Background: an optimization exercise with open tools, aiming at small area, a short achievable clock period and few clock cycles per item. Do not read the settings as production practice. Function was checked by simulation only, so behaviour that the tests miss may differ from the original.

==> flow/design.v (excerpt) <==
module intgemm_mul8_tile (
    input  wire          clk,
    input  wire          rst,          
    input  wire          in_valid,
    output reg           in_ready,
    input  wire          in_last,
    input  wire [127:0]  in_a,         
    input  wire [1023:0] in_b,         
    output reg           out_valid,
    input  wire          out_ready,
    output wire [255:0]  out_t         
);
export LEC_CHECK = 0
export CAP_MARGIN = 20
export CORE_MARGIN = 6
export CORE_UTILIZATION = 55
export CTS_CLUSTER_DIAMETER = 55
export CTS_CLUSTER_SIZE = 36
export PLACE_DENSITY = 0.65
export SLEW_MARGIN = 20
create_clock -name core_clock -period 30.0 [get_ports {clk}]
standard.sh (not shown) runs the stock make flow with config.mk's settings and CLKGATE_MAP_FILE= SYNTH_SCRIPT=/design/flow/synth_recipe.tcl, a recipe that flattens the netlist after the stock synthesis.
==> flow/flow/run.sh <==
#!/bin/bash
# Layout flow: the standard ORFS flow (standard.sh, all steps unchanged)
# with these make variables set:
#  - SYNTH_ARGS=-noabc: Yosys's synth skips its early generic ABC pass, so
#    extract_fa finds the RTL's full adders as written (same registers);
#  - BUFFER_PORTS_ARGS: port buffers are buf_4 cells;
#  - REMOVE_ABC_BUFFERS=1: the floorplan step drops ABC's buffers and lets
#    the placement-aware repair buffer the nets;
#  - SETUP_SLACK_MARGIN: repair_timing works towards a shorter period than
#    the 30 ns clock (the constraints are unchanged);
#  - PRE_DETAIL_PLACE_TCL: flow/move_obufs.tcl puts each output-port buffer
#    next to the register that drives it before detailed placement.
# make's full output goes to flow.log here; each ORFS step logs under orfs/logs.
set -uo pipefail
cd "$(dirname "$0")/.."
bash standard.sh SYNTH_ARGS=-noabc \
  "BUFFER_PORTS_ARGS=-buffer_cell sky130_fd_sc_hd__buf_4" \
  REMOVE_ABC_BUFFERS=1 \
  SETUP_SLACK_MARGIN=22.3 \
  "PRE_DETAIL_PLACE_TCL=$PWD/flow/move_obufs.tcl" finish > flow.log 2>&1
status=$?
tail -20 flow.log
exit $status
==> flow/flow/move_obufs.tcl <==
# Before detailed placement: put each output-port buffer on top of the cell
# that drives it (detailed placement then legalizes), so that the register
# behind an output drives a short wire and the buffer drives the long wire
# to the pin. Nothing else moves; the netlist is unchanged.
set block [ord::get_db_block]
set moved 0
foreach inst [$block getInsts] {
  set oterm [$inst findITerm X]
  if {$oterm == "NULL"} { continue }
  set onet [$oterm getNet]
  if {$onet == "NULL"} { continue }
  set isport 0
  foreach bt [$onet getBTerms] {
    if {[$bt getIoType] == "OUTPUT"} { set isport 1 }
  }
  if {!$isport} { continue }
  set aterm [$inst findITerm A]
  if {$aterm == "NULL"} { continue }
  set inet [$aterm getNet]
  if {$inet == "NULL"} { continue }
  set drv ""
  foreach it [$inet getITerms] {
    if {[$it isOutputSignal]} { set drv [$it getInst] }
  }
  if {$drv == ""} { continue }
  set loc [$drv getLocation]
  $inst setLocation [lindex $loc 0] [lindex $loc 1]
  incr moved
}
puts "move_obufs: moved $moved output buffers next to their drivers"
The starting point went through all stages and came out clean.
Testbench counts at the start, summed over its fixed seeds: cycles 9,357, items 9,320.
Rerun with:
--- a/flow/flow/run.sh
+++ b/flow/flow/run.sh
@@ -6 +6 @@
-#  - BUFFER_PORTS_ARGS: port buffers are buf_4 cells;
+#  - BUFFER_PORTS_ARGS: port buffers are buf_1 cells (outputs become buf_4, see below);
@@ -11 +11,3 @@
-#  - PRE_DETAIL_PLACE_TCL: flow/move_obufs.tcl puts each output-port buffer
+#  - CTS_ARGS: ORFS's clock-tree options (sink clustering as config.mk
+#    sets it) without dummy loads for level balancing;
+#  - PRE_DETAIL_PLACE_TCL: flow/move_obufs.tcl makes each output-port buffer a buf_4 and puts it
@@ -17 +19 @@
-  "BUFFER_PORTS_ARGS=-buffer_cell sky130_fd_sc_hd__buf_4" \
+  "BUFFER_PORTS_ARGS=-buffer_cell sky130_fd_sc_hd__buf_1" \
@@ -19,0 +22 @@
+  "CTS_ARGS=-sink_clustering_enable -repair_clock_nets -sink_clustering_size 36 -sink_clustering_max_diameter 55 -dont_use_dummy_load" \
--- a/flow/flow/move_obufs.tcl
+++ b/flow/flow/move_obufs.tcl
@@ -1,4 +1,6 @@
-# Before detailed placement: put each output-port buffer on top of the cell
-# that drives it (detailed placement then legalizes), so that the register
-# behind an output drives a short wire and the buffer drives the long wire
-# to the pin. Nothing else moves; the netlist is unchanged.
+# Before detailed placement (detailed placement then legalizes):
+#  - each output-port buffer becomes a buf_4 and is put on top of the cell
+#    that drives it, so the register behind an output drives a short wire
+#    and the buffer drives the long wire to the pin;
+#  - input-port buffers stay as placed (buf_1, from BUFFER_PORTS_ARGS); the
+#    later repair steps size them up where timing needs it.
@@ -5,0 +8,2 @@
+set db [ord::get_db]
+set obuf [$db findMaster sky130_fd_sc_hd__buf_4]
@@ -25,0 +30,3 @@
+  if {[[$inst getMaster] getName] == "sky130_fd_sc_hd__buf_1"} {
+    $inst swapMaster $obuf
+  }
First-iteration DRC count falls by 4.5%.
Maximum frequency is about the same.
Via count falls by about 0.7%.
Clock skew rises by 32 ps.
Critical path depth is unchanged.
Global-route usage stays flat.
Final area falls by about 2.5%.
Routed wire length falls by 0.54%.

[separate check: timing with driven ports]
The flow's constraints put no driver on any port. The routed layouts listed below were extracted and timed again, unchanged, in two steps.
Step 1 assumes that a clkbuf_16 drives the clock port and a buf_2 every other input.
Step 2 adds t to the input delays and takes it off the output delays; t is the mean of the earliest and latest rising clock arrival at the registers after step 1. Input paths then give back, and output paths get back, about the clock's delay inside the block.
a / b / c = ideal ports / drivers / drivers and shift; a / b = the first two.
run	t, ns	slack for setup (ns)	worst setup path after step 2	latest minus earliest clock arrival (ns)	slew at the worst register clock pin (ns)
the first run	1.187	22.127 / 21.979 / 21.121	input to register	0.083 / 0.083	0.11 / 0.11
the second run	1.175	22.150 / 22.000 / 21.176	input to register	0.119 / 0.119	0.10 / 0.10
After both steps setup and hold are still met in every run listed. The setup slack of the first run, which loses most, moves by -0.148 ns with the drivers and by -1.006 ns with both steps.
